Background: an optimization exercise with open tools, aiming at small area. Do not read the settings as production practice.
The RTL was checked by simulation tests, not by an equivalence proof against the original design.
Power figures rest on the tool's default switching activity, not on a simulated workload.

**flow/design.v**
```verilog
module epdl_framer (
    input  wire        clk,
    input  wire        rst_n,
    input  wire        start,
    input  wire [1:0]  kind,
    input  wire        do_begin,
    input  wire        do_shift,
    input  wire        do_end,
    input  wire        pix,         
    input  wire        last_byte,   
    input  wire        spi_big,     
    input  wire [14:0] spi_f,       
    input  wire        idle_req,    
    input  wire        busy_sync,
    output wire [6:0]  byte_idx,
    output wire [2:0]  bit_idx,     
    input  wire        byte_dc,
    output reg         cs_n,
    output reg         dc,
    output wire        sck,
    output wire        done,
    output wire        smp_valid,   
    output wire        smp_begin,   
    output wire        timeout      
);
    localparam [1:0] K_TXN = 2'd0, K_WAIT = 2'd1, K_POLL = 2'd2, K_DELAY = 2'd3;
    localparam [3:0] E_IDLE = 4'd0,
                     E_CSW  = 4'd1,    
                     E_LOAD = 4'd2,    
                     E_LO   = 4'd3,    
                     E_HI   = 4'd4,    
                     E_HOLD = 4'd5,    
                     E_END  = 4'd6,    
                     E_CSH  = 4'd7,    
                     E_POLL = 4'd8,    
                     E_DLY  = 4'd9,    
                     E_DONE = 4'd10;   
    localparam [15:0] ACC0 = 16'd15536;
    reg [3:0]  st;
    reg [15:0] acc;
    reg [9:0]  cnt;
    assign byte_idx = cnt[9:3];
    assign bit_idx  = cnt[2:0];
    assign done     = (st == E_DONE);
    wire timed = (st == E_CSW) || (st == E_LO) || (st == E_HI) || (st == E_HOLD) ||
                 (st == E_CSH) || (st == E_DLY);
    wire dly   = (st == E_DLY);
    wire [15:0] step = dly ? ((kind == K_WAIT) ? 16'd200 : 16'd25) : {spi_f, 1'b0};
    wire [16:0] sum  = {1'b0, acc} + {1'b0, step};
    wire tick = (!dly && spi_big) || sum[16];
    wire st_start = (st == E_IDLE) && start;
    assign smp_begin = st_start && (kind == K_TXN) && do_begin;
    assign smp_valid = smp_begin || (st_start && kind == K_POLL) || (st == E_POLL);
    assign timeout   = dly && tick && (kind == K_WAIT) && (cnt == 10'd400);
    assign sck       = (st == E_HI);
    always @(posedge clk) begin
        acc <= (timed && !tick) ? sum[15:0] : ACC0;
        if (st_start)
            cnt <= {{7{pix && kind == K_TXN}}, 3'd0};
        else if ((st == E_HI && tick) || (st == E_POLL && busy_sync))
            cnt <= cnt + 10'd1;
    end
    always @(posedge clk or negedge rst_n) begin
        if (!rst_n) begin
            st   <= E_IDLE;
            cs_n <= 1'b1;
            dc   <= 1'b1;
        end else begin
            if (idle_req) begin
                cs_n <= 1'b1;
                dc   <= 1'b1;
            end
            case (st)
                E_IDLE: begin
                    if (start) begin
                        case (kind)
                            K_TXN: begin
                                if (do_begin) begin
                                    cs_n <= 1'b0;
                                    st   <= E_CSW;
                                end else if (do_shift)
                                    st <= E_LOAD;
                                else
                                    st <= E_END;
                            end
                            K_WAIT:  st <= E_POLL;
                            K_POLL:  st <= E_DONE;
                            default: st <= E_DLY;
                        endcase
                    end
                end
                E_CSW: begin
                    if (tick) begin
                        if (do_shift)
                            st <= E_LOAD;
                        else if (do_end)
                            st <= E_END;
                        else
                            st <= E_DONE;
                    end
                end
                E_LOAD: begin
                    dc <= byte_dc;
                    st <= E_LO;
                end
                E_LO: if (tick) st <= E_HI;
                E_HI: begin
                    if (tick)
                        st <= (cnt[2:0] == 3'd7) ? E_HOLD : E_LO;
                end
                E_HOLD: begin
                    if (tick) begin
                        if (!last_byte)
                            st <= E_LOAD;
                        else begin
                            dc <= 1'b1;
                            st <= do_end ? E_END : E_DONE;
                        end
                    end
                end
                E_END: begin
                    cs_n <= 1'b1;
                    st   <= E_CSH;
                end
                E_CSH: if (tick) st <= E_DONE;
                E_POLL: st <= busy_sync ? E_DLY : E_DONE;
                E_DLY: begin
                    if (tick)
                        st <= (kind == K_WAIT && cnt != 10'd400) ? E_POLL : E_DONE;
                end
                default: st <= E_IDLE;
            endcase
        end
    end
endmodule
module epdl_core (
    input  wire        clk,
    input  wire        rst_n,
    input  wire        op_valid,
    output wire        op_ready,
    input  wire [63:0] op_word,
    output reg         rsp_valid,
    output reg  [31:0] rsp_word,
    output reg         rsp_refused,
    output wire        cs_n,
    output wire        dc,
    output reg         epd_rst_n,
    output wire        sck,
    output wire        mosi,
    input  wire        busy
);
    localparam [7:0] THRESHOLD = 8'd7;
    localparam [31:0] SPI_HZ_DEFAULT = 32'd25000;
    localparam [7:0] OP_BUS_RESET = 8'h01, OP_BUS_INIT = 8'h02, OP_TXN_START = 8'h03,
                     OP_TXN_END = 8'h04, OP_WCMD = 8'h05, OP_WDATA = 8'h06,
                     OP_WCMD_T = 8'h07, OP_WDATA_T = 8'h08, OP_INIT = 8'h10,
                     OP_ENTER_FULL = 8'h11, OP_ENTER_PARTIAL = 8'h12,
                     OP_DRAW_PIXEL = 8'h13, OP_FILL = 8'h14, OP_UPDATE = 8'h15,
                     OP_UPDATE_PF = 8'h16, OP_IS_BUSY = 8'h17, OP_WAIT_BUSY = 8'h18,
                     OP_SET_ROTATION = 8'h19, OP_GET_PIXEL = 8'h1A, OP_READ_REG = 8'h1B,
                     OP_CLEAR_STATUS = 8'h1C;
    localparam integer F_NO_TXN = 0, F_REENTRANT = 1, F_UNMATCHED_END = 2, F_ROTATION = 3,
                       F_POWER_STATE = 4, F_WAIT_TIMEOUT = 5, F_UPDATE_DROPPED = 6,
                       F_ILLEGAL_OP = 7, F_NOT_INIT = 8, F_HAZ_BUSY = 9,
                       F_TXN_ABANDONED = 10, F_RESTORE = 11;
    localparam [3:0] SQ_PTR = 4'd0, SQ_AREA = 4'd1, SQ_LUTF = 4'd2, SQ_LUTP = 4'd3,
                     SQ_PIX = 4'd4, SQ_PON = 4'd5, SQ_UPDF = 4'd6, SQ_UPDP = 4'd7,
                     SQ_CFG = 4'd8,
                     SQ_R_START = 4'd9,     
                     SQ_R_END   = 4'd10,    
                     SQ_R_C     = 4'd11,    
                     SQ_R_D     = 4'd12,    
                     SQ_R_CT    = 4'd13,    
                     SQ_R_DT    = 4'd14;    
    localparam [1:0] K_TXN = 2'd0, K_WAIT = 2'd1, K_POLL = 2'd2, K_DELAY = 2'd3;
    localparam [3:0] U_FIN = 4'd0, U_TXN = 4'd1, U_WAIT = 4'd2, U_DLY = 4'd3,
                     U_CFGIDLE = 4'd4, U_RSTLO = 4'd5, U_RSTHI = 4'd6, U_NOP = 4'd7,
                     U_JMP = 4'd8, U_CALL = 4'd9, U_RET = 4'd10, U_EM = 4'd11,
                     U_NOTINIT = 4'd12, U_PFCHK = 4'd13, U_PFEND = 4'd14, U_POLL = 4'd15;
    localparam [3:0] C_ALWAYS = 4'd0, C_NOT_INITOP = 4'd1, C_PWRON = 4'd2, C_FULL = 4'd3;
    localparam [5:0] PC_BUS_INIT = 6'd0, PC_BUS_RESET = 6'd1, PC_ENTER_FULL = 6'd10,
                     PC_ENTER_PARTIAL = 6'd12, PC_UPDATE = 6'd14, PC_UPDATE_PF = 6'd16,
                     PC_EM1 = 6'd24, PC_EM0 = 6'd29, PC_DU = 6'd37, PC_WAIT_BUSY = 6'd60,
                     PC_IS_BUSY = 6'd62, PC_DIV = 6'd46;
    function [13:0] ucode(input [5:0] a);
        case (a)
            6'd0:  ucode = {U_CFGIDLE, 4'd0,         6'd0};    
            6'd1:  ucode = {U_RSTLO,   4'd0,         6'd0};    
            6'd2:  ucode = {U_DLY,     4'd0,         6'd0};
            6'd3:  ucode = {U_RSTHI,   4'd0,         6'd0};
            6'd4:  ucode = {U_DLY,     4'd0,         6'd0};
            6'd5:  ucode = {U_NOP,     4'd0,         6'd0};
            6'd6:  ucode = {U_JMP,     C_NOT_INITOP, 6'd9};
            6'd7:  ucode = {U_TXN,     SQ_CFG,       6'd0};
            6'd8:  ucode = {U_NOP,     4'd0,         6'd0};
            6'd9:  ucode = {U_FIN,     4'd0,         6'd0};
            6'd10: ucode = {U_CALL,    4'd0,         PC_EM1};  
            6'd11: ucode = {U_FIN,     4'd0,         6'd0};
            6'd12: ucode = {U_CALL,    4'd0,         PC_EM0};  
            6'd13: ucode = {U_FIN,     4'd0,         6'd0};
            6'd14: ucode = {U_CALL,    4'd0,         PC_DU};   
            6'd15: ucode = {U_FIN,     4'd0,         6'd0};
            6'd16: ucode = {U_PFCHK,   4'd0,         PC_UPDATE};  
            6'd17: ucode = {U_CALL,    4'd0,         PC_DU};
            6'd18: ucode = {U_CALL,    4'd0,         PC_EM1};
            6'd19: ucode = {U_WAIT,    4'd0,         6'd0};
            6'd20: ucode = {U_CALL,    4'd0,         PC_DU};
            6'd21: ucode = {U_CALL,    4'd0,         PC_EM0};
            6'd22: ucode = {U_PFEND,   4'd0,         6'd0};
            6'd23: ucode = {U_FIN,     4'd0,         6'd0};
            6'd24: ucode = {U_EM,      4'd1,         6'd0};    
            6'd25: ucode = {U_TXN,     SQ_AREA,      6'd0};
            6'd26: ucode = {U_TXN,     SQ_PTR,       6'd0};
            6'd27: ucode = {U_TXN,     SQ_LUTF,      6'd0};
            6'd28: ucode = {U_JMP,     C_ALWAYS,     6'd31};
            6'd29: ucode = {U_EM,      4'd0,         6'd0};    
            6'd30: ucode = {U_TXN,     SQ_LUTP,      6'd0};
            6'd31: ucode = {U_TXN,     SQ_PON,       6'd0};
            6'd32: ucode = {U_WAIT,    4'd0,         6'd0};
            6'd33: ucode = {U_JMP,     C_ALWAYS,     6'd36};
            6'd36: ucode = {U_RET,     4'd0,         6'd0};
            6'd37: ucode = {U_NOP,     4'd0,         6'd0};    
            6'd38: ucode = {U_NOTINIT, 4'd0,         6'd0};
            6'd39: ucode = {U_JMP,     C_PWRON,      6'd42};
            6'd40: ucode = {U_TXN,     SQ_PON,       6'd0};
            6'd41: ucode = {U_WAIT,    4'd0,         6'd0};
            6'd42: ucode = {U_JMP,     C_FULL,       6'd45};
            6'd43: ucode = {U_TXN,     SQ_AREA,      6'd0};
            6'd44: ucode = {U_TXN,     SQ_PTR,       6'd0};
            6'd45: ucode = {U_WAIT,    4'd0,         6'd0};
            6'd46: ucode = {U_TXN,     SQ_PIX,       6'd0};
            6'd47: ucode = {U_JMP,     C_FULL,       6'd54};
            6'd48: ucode = {U_TXN,     SQ_UPDP,      6'd0};
            6'd49: ucode = {U_TXN,     SQ_AREA,      6'd0};
            6'd50: ucode = {U_TXN,     SQ_PTR,       6'd0};
            6'd51: ucode = {U_WAIT,    4'd0,         6'd0};
            6'd52: ucode = {U_TXN,     SQ_PIX,       6'd0};
            6'd53: ucode = {U_JMP,     C_ALWAYS,     6'd55};
            6'd54: ucode = {U_TXN,     SQ_UPDF,      6'd0};
            6'd55: ucode = {U_WAIT,    4'd0,         6'd0};
            6'd56: ucode = {U_JMP,     C_ALWAYS,     6'd59};
            6'd59: ucode = {U_RET,     4'd0,         6'd0};
            6'd60: ucode = {U_WAIT,    4'd0,         6'd0};    
            6'd61: ucode = {U_FIN,     4'd0,         6'd0};
            6'd62: ucode = {U_POLL,    4'd0,         6'd0};    
            default: ucode = {U_FIN,   4'd0,         6'd0};
        endcase
    endfunction
    function [7:0] lut_full(input [6:0] i);    
        case (i[4:0])
            5'd1:  lut_full = 8'h02; 5'd2:  lut_full = 8'h02; 5'd3:  lut_full = 8'h01;
            5'd4:  lut_full = 8'h11; 5'd5:  lut_full = 8'h12; 5'd6:  lut_full = 8'h12;
            5'd7:  lut_full = 8'h22; 5'd8:  lut_full = 8'h22; 5'd9:  lut_full = 8'h66;
            5'd10: lut_full = 8'h69; 5'd11: lut_full = 8'h69; 5'd12: lut_full = 8'h59;
            5'd13: lut_full = 8'h58; 5'd14: lut_full = 8'h99; 5'd15: lut_full = 8'h99;
            5'd16: lut_full = 8'h88; 5'd21: lut_full = 8'hF8; 5'd22: lut_full = 8'hB4;
            5'd23: lut_full = 8'h13; 5'd24: lut_full = 8'h51; 5'd25: lut_full = 8'h35;
            5'd26: lut_full = 8'h51; 5'd27: lut_full = 8'h51; 5'd28: lut_full = 8'h19;
            5'd29: lut_full = 8'h01;
            default: lut_full = 8'h00;
        endcase
    endfunction
    function [7:0] lut_part(input [6:0] i);    
        case (i[4:0])
            5'd1:  lut_part = 8'h10; 5'd2:  lut_part = 8'h18; 5'd3:  lut_part = 8'h18;
            5'd4:  lut_part = 8'h08; 5'd5:  lut_part = 8'h18; 5'd6:  lut_part = 8'h18;
            5'd7:  lut_part = 8'h08; 5'd21: lut_part = 8'h13; 5'd22: lut_part = 8'h14;
            5'd23: lut_part = 8'h44; 5'd24: lut_part = 8'h12;
            default: lut_part = 8'h00;
        endcase
    endfunction
    function [8:0] cfg_byte(input [3:0] i);    
        case (i)
            4'd0:  cfg_byte = {1'b0, 8'h01};
            4'd1:  cfg_byte = {1'b1, 8'h0F};
            4'd2:  cfg_byte = {1'b1, 8'h00};
            4'd3:  cfg_byte = {1'b1, 8'h00};
            4'd4:  cfg_byte = {1'b0, 8'h0C};
            4'd5:  cfg_byte = {1'b1, 8'hD7};
            4'd6:  cfg_byte = {1'b1, 8'hD6};
            4'd7:  cfg_byte = {1'b1, 8'h9D};
            4'd8:  cfg_byte = {1'b0, 8'h2C};
            4'd9:  cfg_byte = {1'b1, 8'hA8};
            4'd10: cfg_byte = {1'b0, 8'h3A};
            4'd11: cfg_byte = {1'b1, 8'h1A};
            4'd12: cfg_byte = {1'b0, 8'h3B};
            4'd13: cfg_byte = {1'b1, 8'h08};
            4'd14: cfg_byte = {1'b0, 8'h11};
            default: cfg_byte = {1'b1, 8'h03};
        endcase
    endfunction
    localparam [2:0] S_IDLE = 3'd0, S_DEC_R = 3'd1, S_DEC_F = 3'd2, S_DEC_X = 3'd3,
                     S_DIV = 3'd4, S_RUN = 3'd5, S_WAITF0 = 3'd6, S_WAITF = 3'd7;
    localparam [2:0] RK_ZERO = 3'd0, RK_EM = 3'd1, RK_UPD = 3'd2, RK_UPF = 3'd3,
                     RK_WAIT = 3'd4, RK_ISB = 3'd5, RK_PIX = 3'd6, RK_REG = 3'd7;
    reg [2:0]  state;
    reg [5:0]  pc;
    reg [5:0]  pc_nxt;
    reg [5:0]  ret_pc;
    reg [2:0]  rk;
    reg        fa, fb, fc;      
    reg [7:0]  raw_byte;
    reg [31:0] spi_hz;
    reg [2:0]  count;
    reg        initialized;
    reg        full_mode;
    reg        power_on;
    reg [1:0]  rotation;
    reg [11:0] status;
    reg        busy_last;
    reg        busy_s1, busy_s2;
    reg [1:0]  f_kind;
    reg [3:0]  f_seq;
    reg        f_idle;
    wire [6:0] f_idx;
    wire [2:0] f_bit;
    wire       f_done, f_smp_valid, f_smp_begin, f_timeout;
    wire txn_open = ~cs_n;
    wire accept   = (state == S_IDLE) && op_valid;
    assign op_ready = (state == S_IDLE);
    wire [63:0] w   = op_word;
    wire [7:0]  opc = w[63:56];
    reg legal;
    always @(*) begin
        case (opc)
            OP_BUS_RESET, OP_TXN_START, OP_TXN_END, OP_ENTER_FULL, OP_ENTER_PARTIAL,
            OP_UPDATE, OP_UPDATE_PF, OP_IS_BUSY, OP_WAIT_BUSY:
                legal = (w[55:0] == 56'd0);
            OP_WCMD, OP_WDATA, OP_WCMD_T, OP_WDATA_T, OP_READ_REG, OP_SET_ROTATION:
                legal = (w[55:8] == 48'd0);
            OP_BUS_INIT:
                legal = (w[55:32] == 24'd0);
            OP_INIT:
                legal = (w[55:33] == 23'd0) &&
                        (w[32] ? (w[7:3] == 5'd0 && w[31:16] == 16'd0)
                               : (w[31:0] == 32'd0));
            OP_DRAW_PIXEL:
                legal = (w[55:48] == 8'd0);
            OP_GET_PIXEL:
                legal = (w[55:48] == 8'd0) && (w[15:0] == 16'd0);
            OP_FILL:
                legal = (w[55:16] == 40'd0);
            OP_CLEAR_STATUS:
                legal = (w[55:12] == 44'd0);
            default:
                legal = 1'b0;
        endcase
    end
    wire [15:0] px_x = w[47:32];
    wire [15:0] px_y = w[31:16];
    wire in_range = (px_x[15:5] == 11'd0) && (px_y[15:5] == 11'd0) &&
                    (rotation[0] ? !px_x[4] : !px_y[4]);
    reg [4:0] phys_x;
    reg [3:0] phys_y;
    always @(*) begin
        case (rotation)
            2'd0: begin phys_x = px_x[4:0];  phys_y = px_y[3:0];  end
            2'd1: begin phys_x = ~px_y[4:0]; phys_y = px_x[3:0];  end
            2'd2: begin phys_x = ~px_x[4:0]; phys_y = ~px_y[3:0]; end
            default: begin phys_x = px_y[4:0]; phys_y = ~px_x[3:0]; end
        endcase
    end
    wire [8:0] buf_addr = op_ready ? {phys_y, phys_x} : {f_idx[5:0], f_bit};
    wire       buf_bit;
    wire do_fill = accept && legal && (opc == OP_FILL);
    wire do_draw = accept && legal && (opc == OP_DRAW_PIXEL) && in_range;
    epdl_pixbuf u_buf (
        .clk(clk),
        .fill(do_fill),
        .draw(do_draw),
        .addr(buf_addr),
        .fill_byte(w[7:0]),
        .color(w[15:0] != 16'd0),
        .rd(buf_bit)
    );
    reg       b_dc;
    reg [7:0] b_data;
    reg       b_last;
    reg       b_pix;    
    always @(*) begin
        b_dc   = 1'b1;
        b_data = 8'h00;
        b_pix  = 1'b0;
        case (f_seq)
            SQ_CFG: {b_dc, b_data} = cfg_byte(f_idx[3:0]);
            SQ_AREA: begin
                case (f_idx[2:0])
                    3'd0: begin b_dc = 1'b0; b_data = 8'h44; end
                    3'd2: b_data = 8'h03;
                    3'd3: begin b_dc = 1'b0; b_data = 8'h45; end
                    3'd6: b_data = 8'h0F;
                    default: b_data = 8'h00;
                endcase
            end
            SQ_PTR: begin
                case (f_idx[2:0])
                    3'd0: begin b_dc = 1'b0; b_data = 8'h4E; end
                    3'd2: begin b_dc = 1'b0; b_data = 8'h4F; end
                    default: b_data = 8'h00;
                endcase
            end
            SQ_LUTF: begin
                if (f_idx == 7'd0) begin b_dc = 1'b0; b_data = 8'h32; end
                else b_data = lut_full(f_idx);
            end
            SQ_LUTP: begin
                if (f_idx == 7'd0) begin b_dc = 1'b0; b_data = 8'h32; end
                else b_data = lut_part(f_idx);
            end
            SQ_PON: begin
                case (f_idx[1:0])
                    2'd0: begin b_dc = 1'b0; b_data = 8'h22; end
                    2'd1: b_data = 8'hC0;
                    default: begin b_dc = 1'b0; b_data = 8'h20; end
                endcase
            end
            SQ_UPDF, SQ_UPDP: begin
                case (f_idx[1:0])
                    2'd0: begin b_dc = 1'b0; b_data = 8'h22; end
                    2'd1: b_data = (f_seq == SQ_UPDF) ? 8'hC4 : 8'h04;
                    2'd2: begin b_dc = 1'b0; b_data = 8'h20; end
                    default: begin b_dc = 1'b0; b_data = 8'hFF; end
                endcase
            end
            SQ_PIX: begin
                if (f_idx[6]) begin b_dc = 1'b0; b_data = 8'h24; end
                else b_pix = 1'b1;
            end
            SQ_R_C, SQ_R_CT: begin b_dc = 1'b0; b_data = raw_byte; end
            default: begin b_dc = 1'b1; b_data = raw_byte; end
        endcase
        case (f_seq)
            SQ_CFG:           b_last = (f_idx == 7'd16);
            SQ_AREA:          b_last = (f_idx == 7'd8);
            SQ_PTR:           b_last = (f_idx == 7'd5);
            SQ_LUTF, SQ_LUTP: b_last = (f_idx == 7'd31);
            SQ_PON:           b_last = (f_idx == 7'd3);
            SQ_UPDF, SQ_UPDP: b_last = (f_idx == 7'd4);
            SQ_PIX:           b_last = (f_idx == 7'd64);
            default:          b_last = (f_idx == 7'd1);
        endcase
    end
    assign mosi = b_pix ? buf_bit : b_data[~f_bit];
    wire f_raw   = (f_seq >= SQ_R_START);
    wire f_begin = !f_raw || f_seq == SQ_R_START || f_seq == SQ_R_CT || f_seq == SQ_R_DT;
    wire f_shift = !f_raw || f_seq == SQ_R_C || f_seq == SQ_R_D ||
                   f_seq == SQ_R_CT || f_seq == SQ_R_DT;
    wire f_end   = !f_raw || f_seq == SQ_R_END || f_seq == SQ_R_CT || f_seq == SQ_R_DT;
    reg [31:0] reg_val;
    always @(*) begin
        case ({fc, fb, fa})
            3'd0: reg_val = {14'd0, busy_last, txn_open, 4'd0, status};
            3'd1: reg_val = {16'd0, 5'd0, count, 5'd0, power_on, full_mode, initialized};
            3'd2: reg_val = 32'h1E03_0709;
            3'd3: reg_val = 32'h0010_0020;
            3'd4: reg_val = {30'd0, rotation};
            3'd5: reg_val = spi_hz;
            default: reg_val = 32'd64;
        endcase
    end
    always @(*) begin
        rsp_word = 32'd0;
        case (rk)
            RK_EM:   rsp_word[1:0] = {fb, fa};
            RK_UPD:  rsp_word[1:0] = {fb, 1'b1};
            RK_UPF:  rsp_word[2:0] = {fa, fb, 1'b1};
            RK_WAIT: rsp_word[1:0] = {fb, ~fb};
            RK_ISB:  rsp_word[0]   = busy_last;
            RK_PIX:  begin rsp_word[0] = fa; rsp_word[8] = fb; end
            RK_REG:  rsp_word = reg_val;
            default: rsp_word = 32'd0;
        endcase
    end
    wire [13:0] uinst = ucode(pc);
    wire [3:0]  u_op  = uinst[13:10];
    wire [3:0]  u_arg = uinst[9:6];
    wire [5:0]  u_tgt = uinst[5:0];
    reg cond;
    always @(*) begin
        case (u_arg)
            C_NOT_INITOP: cond = !fa;
            C_PWRON:      cond = power_on;
            C_FULL:       cond = full_mode;
            default:      cond = 1'b1;
        endcase
    end
    wire bus_init_go = (w[31:0] != 32'd0);
    always @(posedge clk or negedge rst_n) begin
        if (!rst_n) begin
            state       <= S_IDLE;
            spi_hz      <= SPI_HZ_DEFAULT;
            count       <= 3'd0;
            initialized <= 1'b0;
            full_mode   <= 1'b1;
            power_on    <= 1'b0;
            rotation    <= 2'd0;
            status      <= 12'd0;
            busy_last   <= 1'b1;
            busy_s1     <= 1'b1;
            busy_s2     <= 1'b1;
            epd_rst_n   <= 1'b1;
            rsp_valid   <= 1'b0;
            f_idle      <= 1'b0;
        end else begin
            busy_s1   <= busy;
            busy_s2   <= busy_s1;
            rsp_valid <= 1'b0;
            f_idle    <= 1'b0;
            if (f_smp_valid) begin
                busy_last <= busy_s2;
                if (f_smp_begin && busy_s2)
                    status[F_HAZ_BUSY] <= 1'b1;
            end
            if (f_timeout)
                status[F_WAIT_TIMEOUT] <= 1'b1;
            case (state)
                S_IDLE: begin
                    if (op_valid) begin
                        state <= S_DEC_R;
                        if (!legal)
                            status[F_ILLEGAL_OP] <= 1'b1;
                        else begin
                            case (opc)
                                OP_BUS_RESET: begin
                                    initialized <= 1'b0;
                                    power_on    <= 1'b0;
                                    state       <= S_DEC_X;
                                end
                                OP_BUS_INIT: begin
                                    if (!bus_init_go)
                                        status[F_ILLEGAL_OP] <= 1'b1;
                                    else begin
                                        spi_hz      <= w[31:0];
                                        initialized <= 1'b0;
                                        power_on    <= 1'b0;
                                        if (txn_open)
                                            status[F_TXN_ABANDONED] <= 1'b1;
                                        state <= S_DIV;
                                    end
                                end
                                OP_INIT: begin
                                    initialized <= 1'b0;
                                    power_on    <= w[32] & w[2];
                                    if (w[32]) begin
                                        full_mode <= w[1];
                                        if (w[15:8] > THRESHOLD) begin
                                            status[F_RESTORE] <= 1'b1;
                                            count <= THRESHOLD[2:0];
                                        end else
                                            count <= w[10:8];
                                    end
                                    if (txn_open)
                                        status[F_TXN_ABANDONED] <= 1'b1;
                                    state <= S_DEC_X;
                                end
                                OP_TXN_START, OP_WCMD_T, OP_WDATA_T: begin
                                    if (txn_open)
                                        status[F_REENTRANT] <= 1'b1;
                                    else
                                        state <= S_DEC_F;
                                end
                                OP_TXN_END: begin
                                    if (!txn_open)
                                        status[F_UNMATCHED_END] <= 1'b1;
                                    else
                                        state <= S_DEC_F;
                                end
                                OP_WCMD, OP_WDATA: begin
                                    if (!txn_open)
                                        status[F_NO_TXN] <= 1'b1;
                                    else
                                        state <= S_DEC_F;
                                end
                                OP_ENTER_FULL, OP_ENTER_PARTIAL, OP_UPDATE, OP_UPDATE_PF: begin
                                    if (txn_open)
                                        status[F_REENTRANT] <= 1'b1;
                                    else
                                        state <= S_DEC_X;
                                end
                                OP_IS_BUSY, OP_WAIT_BUSY:
                                    state <= S_DEC_X;
                                OP_SET_ROTATION: begin
                                    if (w[7:0] >= 8'd4)
                                        status[F_ROTATION] <= 1'b1;
                                    else
                                        rotation <= w[1:0];
                                end
                                OP_READ_REG: begin
                                    if (w[7:0] >= 8'd7)
                                        status[F_ILLEGAL_OP] <= 1'b1;
                                end
                                OP_CLEAR_STATUS:
                                    status <= status & ~w[11:0];
                                default: ;
                            endcase
                        end
                    end
                end
                S_DEC_R: begin
                    rsp_valid <= 1'b1;
                    state     <= S_IDLE;
                end
                S_DEC_F: begin
                    state <= S_WAITF0;
                end
                S_DEC_X: state <= S_RUN;
                S_DIV: begin
                    if (pc == 6'd63)
                        state <= S_RUN;
                end
                S_RUN: begin
                    case (u_op)
                        U_FIN: begin
                            rsp_valid <= 1'b1;
                            state     <= S_IDLE;
                        end
                        U_TXN: begin
                            if (u_arg == SQ_PON) begin
                                if (power_on) status[F_POWER_STATE] <= 1'b1;
                                power_on <= 1'b1;
                            end
                            state <= S_WAITF0;
                        end
                        U_WAIT, U_DLY, U_POLL: begin
                            state <= S_WAITF0;
                        end
                        U_CFGIDLE: f_idle <= 1'b1;
                        U_RSTLO:   epd_rst_n <= 1'b0;
                        U_RSTHI:   epd_rst_n <= 1'b1;
                        U_EM: begin
                            if (!(full_mode == u_arg[0] && initialized)) begin
                                initialized <= 1'b1;
                                full_mode   <= u_arg[0];
                            end
                        end
                        U_NOTINIT: begin
                            if (!initialized)
                                status[F_NOT_INIT] <= 1'b1;
                        end
                        U_PFCHK: begin
                            if (count < 3'd6)
                                count <= count + 3'd1;
                        end
                        U_PFEND: count <= 3'd0;
                        default: ;
                    endcase
                end
                S_WAITF0: state <= S_WAITF;
                S_WAITF: begin
                    if (f_done) begin
                        if (f_raw && f_kind == K_TXN) begin
                            rsp_valid <= 1'b1;
                            state     <= S_IDLE;
                        end else
                            state <= S_RUN;
                    end
                end
                default: state <= S_IDLE;
            endcase
        end
    end
    always @(posedge clk) begin
        if (accept) begin
            rsp_refused <= 1'b0;
            rk <= RK_ZERO;
            fa <= 1'b0;
            fb <= 1'b0;
            fc <= 1'b0;
            f_kind <= K_TXN;
            raw_byte <= w[7:0];
            if (!legal)
                rsp_refused <= 1'b1;
            else begin
                case (opc)
                    OP_BUS_INIT: begin
                        if (!bus_init_go) rsp_refused <= 1'b1;
                    end
                    OP_INIT: begin
                        fa <= 1'b1;
                    end
                    OP_TXN_START, OP_WCMD_T, OP_WDATA_T: begin
                        if (txn_open) rsp_refused <= 1'b1;
                        f_seq <= (opc == OP_TXN_START) ? SQ_R_START :
                                 (opc == OP_WCMD_T) ? SQ_R_CT : SQ_R_DT;
                    end
                    OP_TXN_END: begin
                        if (!txn_open) rsp_refused <= 1'b1;
                        f_seq <= SQ_R_END;
                    end
                    OP_WCMD, OP_WDATA: begin
                        if (!txn_open) rsp_refused <= 1'b1;
                        f_seq <= (opc == OP_WCMD) ? SQ_R_C : SQ_R_D;
                    end
                    OP_ENTER_FULL, OP_ENTER_PARTIAL, OP_UPDATE, OP_UPDATE_PF: begin
                        if (txn_open) rsp_refused <= 1'b1;
                        else begin
                            case (opc)
                                OP_ENTER_FULL, OP_ENTER_PARTIAL: rk <= RK_EM;
                                OP_UPDATE:                       rk <= RK_UPD;
                                default:                         rk <= RK_UPF;
                            endcase
                        end
                    end
                    OP_IS_BUSY:   rk <= RK_ISB;
                    OP_WAIT_BUSY: rk <= RK_WAIT;
                    OP_GET_PIXEL: begin
                        rk <= RK_PIX;
                        fa <= in_range & buf_bit;
                        fb <= !in_range;
                    end
                    OP_READ_REG: begin
                        if (w[7:0] >= 8'd7) rsp_refused <= 1'b1;
                        else begin
                            rk <= RK_REG;
                            {fc, fb, fa} <= w[2:0];
                        end
                    end
                    default: ;
                endcase
            end
        end else begin
            if (f_timeout)
                fb <= 1'b1;
            if (state == S_RUN) begin
                    case (u_op)
                        U_TXN: begin
                            f_kind <= K_TXN;
                            f_seq  <= u_arg;
                        end
                        U_WAIT:  f_kind <= K_WAIT;
                        U_DLY:   f_kind <= K_DELAY;
                        U_POLL:  f_kind <= K_POLL;
                        U_CALL:  ret_pc <= pc + 6'd1;
                        U_EM: begin
                            if (!(full_mode == u_arg[0] && initialized))
                                fa <= 1'b1;
                        end
                        U_PFCHK: begin
                            if (count >= 3'd6)
                                fa <= 1'b1;
                        end
                        default: ;
                    endcase
            end
        end
    end
    always @(*) begin
        pc_nxt = pc;
        case (state)
            S_IDLE: begin
                case (opc)
                    OP_BUS_RESET:     pc_nxt = PC_BUS_RESET;
                    OP_BUS_INIT:      pc_nxt = PC_DIV;
                    OP_INIT:          pc_nxt = PC_BUS_INIT;
                    OP_ENTER_FULL:    pc_nxt = PC_ENTER_FULL;
                    OP_ENTER_PARTIAL: pc_nxt = PC_ENTER_PARTIAL;
                    OP_UPDATE:        pc_nxt = PC_UPDATE;
                    OP_UPDATE_PF:     pc_nxt = PC_UPDATE_PF;
                    OP_IS_BUSY:       pc_nxt = PC_IS_BUSY;
                    default:          pc_nxt = PC_WAIT_BUSY;
                endcase
            end
            S_DIV: pc_nxt = pc + 6'd1;
            S_RUN: begin
                pc_nxt = pc + 6'd1;
                case (u_op)
                    U_JMP:   if (cond) pc_nxt = u_tgt;
                    U_CALL:  pc_nxt = u_tgt;
                    U_RET:   pc_nxt = ret_pc;
                    U_EM:    if (full_mode == u_arg[0] && initialized) pc_nxt = ret_pc;
                    U_PFCHK: if (count < 3'd6) pc_nxt = u_tgt;
                    default: ;
                endcase
            end
            default: ;
        endcase
    end
    always @(posedge clk or negedge rst_n) begin
        if (!rst_n)
            pc <= 6'd0;
        else
            pc <= pc_nxt;
    end
    epdl_framer u_framer (
        .clk(clk),
        .rst_n(rst_n),
        .start(state == S_WAITF0),
        .kind(f_kind),
        .do_begin(f_begin),
        .do_shift(f_shift),
        .do_end(f_end),
        .pix(f_seq == SQ_PIX),
        .last_byte(b_last),
        .spi_big(spi_hz >= 32'd25000),
        .spi_f(spi_hz[14:0]),
        .idle_req(f_idle),
        .busy_sync(busy_s2),
        .byte_idx(f_idx),
        .bit_idx(f_bit),
        .byte_dc(b_dc),
        .cs_n(cs_n),
        .dc(dc),
        .sck(sck),
        .done(f_done),
        .smp_valid(f_smp_valid),
        .smp_begin(f_smp_begin),
        .timeout(f_timeout)
    );
endmodule
module epdl_pixbuf (
    input  wire       clk,
    input  wire       fill,
    input  wire       draw,
    input  wire [8:0] addr,
    input  wire [7:0] fill_byte,
    input  wire       color,
    output wire       rd
);
    reg [511:0] pbuf;
    wire [3:0] ry = addr[8:5];
    wire [4:0] cx = addr[4:0];
    wire [15:0] rowhot = 16'd1 << ry;
    wire [31:0] colhot = 32'd1 << cx;
    wire [31:0] colv;
    wire [31:0] d;
    genvar i, c;
    generate
        for (c = 0; c < 32; c = c + 1) begin : g_col
            wire [15:0] bits;
            for (i = 0; i < 16; i = i + 1) begin : g_r
                assign bits[i] = pbuf[i*32 + c];
            end
            assign colv[c] = |(bits & rowhot);
            assign d[c] = fill ? fill_byte[7 - (c % 8)] : (colhot[c] ? color : colv[c]);
        end
        for (i = 0; i < 512; i = i + 1) begin : g_bit
            always @(posedge clk)
                if (fill | (draw & rowhot[i / 32]))
                    pbuf[i] <= d[i % 32];
        end
    endgenerate
    assign rd = |(colv & colhot);
endmodule
```
**flow/run.sh**
```bash
#!/bin/bash
# synth_recipe.tcl (not shown) runs the flow's synth.tcl, then flattens the netlist and writes it again
# the make line also repeats each setting of config.mk as NAME=value (left out here)
make -C /OpenROAD-flow-scripts/flow DESIGN_CONFIG=/design/flow/config.mk WORK_HOME=/design/flow/orfs CLKGATE_MAP_FILE= SYNTH_SCRIPT=/design/flow/synth_recipe.tcl finish
```
**flow/config.mk**
```make
export PLATFORM = sky130hd
export DESIGN_NAME = epdl_core
export DESIGN_NICKNAME = epdl_core
export VERILOG_FILES = /design/flow/design.v
export SDC_FILE = /design/flow/constraint.sdc
export NUM_CORES = 4
export LEC_CHECK = 0
export CAP_MARGIN = 20
export CORE_MARGIN = 2
export CORE_UTILIZATION = 50
export CTS_BUF_LIST = sky130_fd_sc_hd__clkbuf_4 sky130_fd_sc_hd__clkbuf_8
export CTS_CLUSTER_SIZE = 30
export SLEW_MARGIN = 20
```
**flow/constraint.sdc**
```tcl
create_clock -name core_clock -period 10.0 [get_ports {clk}]
set_input_delay 2.0000 -clock core_clock [delete_from_list [all_inputs] [get_ports {clk}]]
set_output_delay 2.0000 -clock core_clock [all_outputs]
set_load 0.01 [all_outputs]
```
==> results by group, run 1 <==
Outcome
  – Outcome: finished clean

Clock tree
  – Setup repair bufs after CTS: 0
  – Root Driver: clkbuf_8
  – Clock latency (worst-skew pair): 0.75 ns
  – Clock transition at path regs: 0.06 ns
  – Num CTS Buffers: 109
  – H-tree levels: 3
  – Sink Count: 661
  – CTS resizes: 0
  – Max clock buf depth: 3
  – Hold-fix buffers, CTS: 0
  – CTS tree: built

Setup path
  – Startpoint Class: input port
  – CP Class: input port to primary output
  – CP Cell Sequence: clkdlybuf4s50_1 > nand2b_1 > o22ai_1 > o31ai_4 > buf_4 > a222oi_1 > nor2_1 > a2111oi_0 > o31ai_1 > mux2i_1 > o211ai_1 > or4_1 > mux2_2 > clkdlybuf4s50_1
  – Worst reg2reg path depth: 18
  – Critical Path RT: 8.00 ns
  – Crit end category: primary output
  – WP data arrival: 7.65 ns
  – Critical path peak fanout: 17
  – Worst path slowest cell: or4_1
  – Crit-path most repeated cell: clkdlybuf4s50_1
  – Max incr delay on CP: 0.78 ns

Worst hold path
  – Path type of the worst min-delay path: flop to flop
  – Cell count of the worst hold path: 0

Synthesis
  – Cell taking the most area after synthesis: edfxtp_1
  – Seq/Total Area, Yosys: 0.566
  – Main synth FF type: edfxtp_1
  – Mapped cell area: 33,700 µm²
  – Register bit count reported by yosys: 661
  – Post-Synthesis Net Count: 3,161
  – Warnings, synthesis: 3
  – Top cells by area, synth: edfxtp_1 49%, dfrtp_1 4.5%, o21ai_0 3.2%
  – Mean Syn Cell Area: 11.1 µm²
  – Mapped Cells: 3,038
  – Post-synth ARST share: 0.110
  – Unique masters post-synth: 96
  – Synth top area share: 0.485
  – Post-synth EDFFs: 544

Die
  – Io pins: 108
  – Total core area: 66,900 µm²
  – Die width: 264 µm
  – Die Ht: 264 µm
  – Starting density of the core: 0.503
  – FP Rows: 95
  – Die area: 69,400 µm²

Power
  – Pwr dens: 260 nW/µm²
  – Maximum vdd drop: 165 µV
  – Static Leakage: 13.6 nW
  – Total Power: 10.1 mW

Global routing
  – Global-route wire length before repair: 181 mm
  – Largest net degree at the start of global routing: 72
  – Initial antenna violation count: 3
  – GRT Overall Usage: 0.351
  – Vias in the first global route: 27,100
  – Grt ovf: 0

Place
  – Inst Count DP: 3,963
  – Routability cong.: 1.00
  – # port buffers: 107
  – Detailed Place HPWL: 84.5 mm

Timing
  – Unrepaired setup endpoints after global routing: no
  – Final Max Tran Viols: 0
  – Fin crit period: 9.65 ns
  – Final Hold Viols: 0
  – Final period util: 0.965
  – Clk_skew: 0.0459 ns
  – Fmax: 104 MHz
  – Post-Route Setup TNS: 0 ns
  – Worst slew margin: 0.192
  – Worst slew pin tran: 1.21 ns
  – Setup violators final: 0

Final layout
  – Non-filler instance count after layout: 4,172
  – Area delta synth->final: 15.2%
  – Share of cells above drive strength 1: 0.143
  – # nets final: 3,324

Route
  – DR iter-0 viols: 3,681
  – ANT nets after route: 0
  – WL final: 124 mm
  – Length of the first detailed-routing pass in iterations: 6
  – Detailed-route vias per instance: 6.71
  – Via count: 28,000
  – Residual DRC count: 0
  – WL/cell: 29.8 µm

Flow run
  – Max cap viols: 0
## cells by family after synthesis
| logic type | count (synthesis) | synth area share |
|---|---|---|
| AND/OR/NAND/NOR | 986 | 0.143 |
| flip-flops | 661 | 0.566 |
| AO/OA/AOI/OAI | 881 | 0.177 |
| buffers and inverters | 253 | 0.0297 |
| multiplexers | 159 | 0.0533 |
| XOR/XNOR | 43 | 0.0112 |
| adder cells (fa/ha/maj) | 55 | 0.0207 |
## power by group
| group | total, mW | internal, mW | switching, mW |
|---|---|---|---|
| sequential | 3.74 | 3.60 | 0.143 |
| combinational | 3.86 | 1.18 | 2.68 |
| clock | 2.50 | 1.34 | 1.16 |
## placed cells by master (no fill, tap or decap), drive strengths merged, types with 57 or more instances in the layout
master	synthesis	final
mux2i	86	86
buf	47	139
a22oi	74	74
and2	59	59
dfrtp	60	60
clkbuf	146	143
mux2	64	64
nor3	57	57
nand2	283	283
nand3	171	171
nor2	188	188
o21ai	218	218
edfxtp	544	544
a21oi	163	163
clkinv	8	62
clkdlybuf4s50	0	106
## final cells by class
type                    instances  area, µm²
multi-input cells            2124      13900
well taps                     873       1090
repair buffers                245       2190
diodes                          2       5.00
fillers                      5696      28100
clock buffers                 143       1790
clock inverters                64        504
inverters                      60        226
flip-flops and latches        661      19100
## layer usage
metal / wire length (µm) / GRT usage / vias to the layer above
li1: - / - / 12100
met4: 7620 / 0.202 / 2
met3: 11900 / 0.0670 / 418
met2: 58100 / 0.566 / 1781
met5: 12 / 0 / -
met1: 46500 / 0.443 / 13700
## final timing paths
path | start | to | slack (ns)
max | op_word[33] | mosi | 0.35
min | busy_s1 | busy_s2 | 0.36
max reg2reg | u_framer.st[0] | flop | 3.65
min reg2reg | busy_s1 | busy_s2 | 0.36
max in group asynchronous | rst_n | count[0] | 7.78
min in group asynchronous | rst_n | pc[2] | 1.06
## stage by stage
stage                util  worst slack, ns  area [µm²]  hold WS (ns)
global route        0.580            0.311       38800         0.362
CTS                 0.580            0.585       38800         0.360
global placement    0.545            0.624       36500         0.350
floorplan               -             2.32       33700         0.345
finish              0.580            0.352       38800         0.358
detailed placement  0.545            0.608       36500         0.348
## registers in the layout (all words and copies together), names as in the netlist, 2 cells and up, named ones only
name and flops:
count 3, f_kind 2, f_seq 4, pc 6, raw_byte 8, ret_pc 6, rk 3, rotation 2
spi_hz 32, state 3, status 12, u_buf.pbuf 512, u_framer.acc 16, u_framer.cnt 10, u_framer.st 4
## cells in the mapped netlist, types with 26 or more instances
cell type and count:
edfxtp_1 544, nand2_1 280, o21ai_0 214, nor2_1 187, nand3_1 171, a21oi_1 163, clkbuf_1 146, mux2i_1 84
a22oi_1 74, mux2_2 63, dfrtp_1 60, and2_1 59, nor3_1 56, ha_1 54, inv_1 51, o22ai_1 48
nor2b_1 47, dfxtp_1 44, a31oi_1 36, and3_1 35, nand2b_1 34, a22o_1 33, a211oi_1 31, a221oi_1 30
nand4_1 26, xnor2_1 26
## worst max-delay path, delay by kind of cell
family	cells	cell delay, ns
buffers and inverters	3	1.44
and+or+nand+nor	3	1.18
AOI/OAI and AO/OA	6	2.21
muxes	2	0.79
==> inputs of run 2 (changes only) <==
==> flow/config.mk (replaced) <==
export PLATFORM = sky130hd
export DESIGN_NAME = epdl_core
export DESIGN_NICKNAME = epdl_core
export VERILOG_FILES = /design/flow/design.v
export SDC_FILE = /design/flow/constraint.sdc
export NUM_CORES = 4
export LEC_CHECK = 0
export CAP_MARGIN = 30
export CORE_MARGIN = 2
export CORE_UTILIZATION = 35
export SLEW_MARGIN = 40
==> results by group, run 2 <==
Outcome
  – Outcome: finished clean (unchanged)

Synthesis
  – Post-synth ARST share: 0.110 (unchanged)
  – Top cells by area, synth: edfxtp_1 49%, dfrtp_1 4.5%, o21ai_0 3.2% (unchanged)
  – Seq/Total Area, Yosys: 0.566 (unchanged)
  – Main synth FF type: edfxtp_1 (unchanged)
  – Warnings, synthesis: 3 (unchanged)
  – Mapped Cells: 3,038 (unchanged)
  – Synth top area share: 0.485 (unchanged)
  – Most frequent cell after synthesis: edfxtp_1 (unchanged)
  – Unique masters post-synth: 96 (unchanged)
  – Post-synth EDFFs: 544 (unchanged)
  – Mapped cell area: 33,700 µm² (unchanged)
  – Top cells by count, synth: 544 x edfxtp_1, 280 x nand2_1, 214 x o21ai_0 (unchanged)
  – Mean Syn Cell Area: 11.1 µm² (unchanged)
  – Post-Synthesis Net Count: 3,161 (unchanged)
  – Register bit count reported by yosys: 661 (unchanged)
  – Cell taking the most area after synthesis: edfxtp_1 (unchanged)

Global routing
  – Global-route wire length before repair: 180 mm (was 181 mm)
  – Initial antenna violation count: 2 (was 3)
  – GRT Overall Usage: 0.245 (was 0.351)
  – Grt ovf: 0 (unchanged)
  – Largest net degree at the start of global routing: 64 (was 72)
  – Vias in the first global route: 26,200 (was 27,100)

Setup path
  – Buffer and inverter count on the worst path: 3 (unchanged)
  – CP top delay family: simple AND/OR/NAND/NOR gates (was compound AO/OA/AOI/OAI gates)
  – Crit-path most repeated cell: or4_1 (was clkdlybuf4s50_1)
  – Worst flop-to-flop path startpoint: u_framer.st[0] (unchanged)
  – Critical path peak fanout: 44 (was 17)
  – WP data arrival: 7.55 ns (was 7.65 ns)
  – Startpoint Class: input port (unchanged)
  – Worst reg2reg path depth: 18 (unchanged)
  – Worst path slowest cell: clkdlybuf4s50_1 (was or4_1)
  – Critical Path RT: 8.00 ns (about the same)
  – Max incr delay on CP: 0.73 ns (was 0.78 ns)
  – CP Cell Sequence: clkdlybuf4s50_1 > nor2b_1 > a22oi_1 > a31o_2 > buf_12 > a221o_1 > a2111oi_2 > a211oi_1 > or4_1 > or4_1 > or4_1 > mux2_2 > clkdlybuf4s50_1 (was clkdlybuf4s50_1 > nand2b_1 > o22ai_1 > o31ai_4 > buf_4 > a222oi_1 > nor2_1 > a2111oi_0 > o31ai_1 > mux2i_1 > o211ai_1 > or4_1 > mux2_2 > clkdlybuf4s50_1)
  – Reg2reg setup slack: 3.61 ns (was 3.65 ns)
  – Crit end category: primary output (unchanged)
  – WP depth: 13 (was 14)
  – CP Class: input port to primary output (unchanged)

Timing
  – Final Hold Viols: 0 (unchanged)
  – Final Max Tran Viols: 0 (unchanged)
  – Fin crit period: 9.55 ns (was 9.65 ns)
  – Unrepaired setup endpoints after global routing: no (unchanged)
  – Final period util: 0.955 (was 0.965)
  – Worst slew margin: 0.404 (was 0.192)
  – Setup violators final: 0 (unchanged)
  – Post-Route Setup TNS: 0 ns (unchanged)
  – Fmax: 105 MHz (was 104 MHz)
  – Worst slew pin tran: 0.891 ns (was 1.21 ns)
  – Clk_skew: 0.0346 ns (was 0.0459 ns)

Final layout
  – Area delta synth->final: 17.8% (was 15.2%)
  – Most flop-heavy register: u_buf.pbuf (unchanged)
  – Max reg flops: 512 (unchanged)
  – Final Cell Area: 39,700 µm² (was 38,800 µm²)
  – Final core utilization: 0.417 (was 0.580)
  – # nets final: 3,300 (was 3,324)
  – Commonest non-fill, non-tap cell in the layout: edfxtp_1 (unchanged)
  – Most frequent cells in the layout: 544 x edfxtp_1, 280 x nand2_1, 199 x o21ai_0, 180 x nor2_1, 171 x nand3_1 (was 544 x edfxtp_1, 280 x nand2_1, 198 x o21ai_0, 185 x nor2_1, 171 x nand3_1)
  – Share of cells above drive strength 1: 0.134 (was 0.143)
  – Top Registers: u_buf.pbuf x512, spi_hz x32, u_framer.acc x16 (unchanged)
  – Fill cell total of the finished layout: 8,948 (was 5,696)

Power
  – Static Leakage: 13.7 nW (was 13.6 nW)
  – Maximum vdd drop: 127 µV (was 165 µV)
  – Pwr dens: 259 nW/µm² (was 260 nW/µm²)

Clock tree
  – H-tree levels: 3 (unchanged)
  – Setup repair bufs after CTS: 0 (unchanged)
  – Clock latency (worst-skew pair): 0.66 ns (was 0.75 ns)
  – CTS tree: built (unchanged)
  – Root Driver: clkbuf_16 (was clkbuf_8)
  – CTS resizes: 0 (unchanged)
  – Hold-fix buffers, CTS: 0 (unchanged)
  – Num CTS Buffers: 76 (was 109)
  – Sink Count: 661 (unchanged)
  – Clock transition at path regs: 0.05 ns (was 0.06 ns)
  – Max clock buf depth: 3 (unchanged)

Place
  – Routability cong.: 1.01 (was 1.00)
  – # port buffers: 107 (unchanged)
  – Placed cell area: 37,200 µm² (was 36,500 µm²)
  – Detailed Place HPWL: 84.5 mm (about the same)

Die
  – Io pins: 108 (unchanged)
  – Starting density of the core: 0.354 (was 0.503)
  – Die width: 314 µm (was 264 µm)
  – FP Rows: 113 (was 95)
  – Die Ht: 314 µm (was 264 µm)
  – Total core area: 95,200 µm² (was 66,900 µm²)
  – Die area: 98,700 µm² (was 69,400 µm²)

Route
  – Length of the first detailed-routing pass in iterations: 7 (was 6)
  – Top Metal Used: met4 (was met5)
  – WL/cell: 27.6 µm (was 29.8 µm)
  – Detailed-route vias per instance: 6.16 (was 6.71)
  – DR WL met3: 13.2 mm (was 11.9 mm)
  – DR iter-0 viols: 3,919 (was 3,681)
  – Wire length on met1: 49.4 mm (was 46.5 mm)
  – Residual DRC count: 0 (unchanged)
  – ANT nets after route: 0 (unchanged)
  – WL final: 124 mm (about the same)
  – Via count: 27,700 (was 28,000)
  – Met2 wire len: 55.6 mm (was 58.1 mm)

Flow run
  – Max cap viols: 0 (unchanged)

Worst hold path
  – Hold wc startpoint: busy_s1 (unchanged)
  – Cell count of the worst hold path: 0 (unchanged)
  – Path type of the worst min-delay path: flop to flop (unchanged)
  – Worst Hold End: busy_s2 (unchanged)
==> run 2: cell counts after synthesis <==
Identical to the previous run, type by type.
==> run 2: metrics by stage <==
| stage | power (mW) | instances | hold slack (ns) | setup WS (ns) |
|---|---|---|---|---|
| 2_1_floorplan | 6.00 | 3038 | 0.345 | 2.32 |
| 3_3_place_gp | 7.47 | 4352 | 0.350 | 0.612 |
| 3_5_place_dp | 7.51 | 4362 | 0.350 | 0.577 |
| 4_1_cts | 10.2 | 4498 | 0.355 | 0.562 |
| 5_1_grt | 10.7 | 4500 | 0.363 | 0.396 |
| 6_report | 10.3 | 4501 | 0.354 | 0.452 |
==> run 2: how the worst max path moves through the flow <==
stage,startpoint,end,slack [ns]
2_1_floorplan,op_word[61],u_buf.pbuf[256],2.32
3_3_place_gp,op_word[17],mosi,0.61
3_5_place_dp,op_word[17],mosi,0.58
4_1_cts,op_word[17],mosi,0.56
5_1_grt,op_word[17],mosi,0.40
6_report,op_word[17],mosi,0.45
==> run 2: cells by family after synthesis <==
logic type | count (synthesis) | share of synthesized area
XOR/XNOR | 43 | 0.0112
buffers and inverters | 253 | 0.0297
AO/OA/AOI/OAI | 881 | 0.177
multiplexers | 159 | 0.0533
AND/OR/NAND/NOR | 986 | 0.143
flip-flops | 661 | 0.566
adder cells (fa/ha/maj) | 55 | 0.0207
==> run 2: power by group <==
group	total [mW]	switching, mW	internal, mW
Clock	2.71	1.18	1.54
Combinational	3.79	2.61	1.18
Sequential	3.78	0.185	3.60
Total	10.3	3.98	6.32
==> run 2: layer usage <==
metal / track usage / vias to the layer above
met5: 0 / -
met4: 0.109 / 0
met3: 0.0563 / 343
met2: 0.381 / 1734
met1: 0.327 / 13600
li1: - / 12000
==> run 2: area by class of cell <==
| type | instances | area (µm²) | share of cell area |
|---|---|---|---|
| Sequential cell | 661 | 19100 | 0.480 |
| Multi-Input combinational cell | 2124 | 14000 | 0.353 |
| Timing Repair Buffer | 254 | 2380 | 0.0600 |
| Clock buffer | 98 | 2040 | 0.0515 |
| Tap cell | 1265 | 1580 | 0.0399 |
| Clock inverter | 38 | 360 | 0.00908 |
| Inverter | 60 | 226 | 0.00571 |
| Antenna cell | 1 | 2.50 | 0.0000631 |

[separate check: timing with driven ports]
The results above use ideal ports. As a check the final layouts listed here were re-extracted and re-timed, cells and wires unchanged.
Step 1 assumes that a clkbuf_16 drives the clock port and a buf_2 every other input.
Step 2 also shifts input and output timing later by t, the mid clock arrival at the registers, as if the neighbouring blocks saw the same clock.
a / b / c = ideal / step 1 / step 2; a / b = the first two.
run | shift t [ns] | setup WS [ns] | worst register clock-pin slew, ns
run 1 | 0.793 | 0.352 / 0.323 / 0.323 | 0.08 / 0.08
run 2 | 0.699 | 0.452 / 0.419 / 0.419 | 0.07 / 0.07
After both steps setup and hold are still met in every run listed. The setup slack of run 2, which loses most, moves by -0.033 ns with the drivers and by -0.033 ns with both steps.
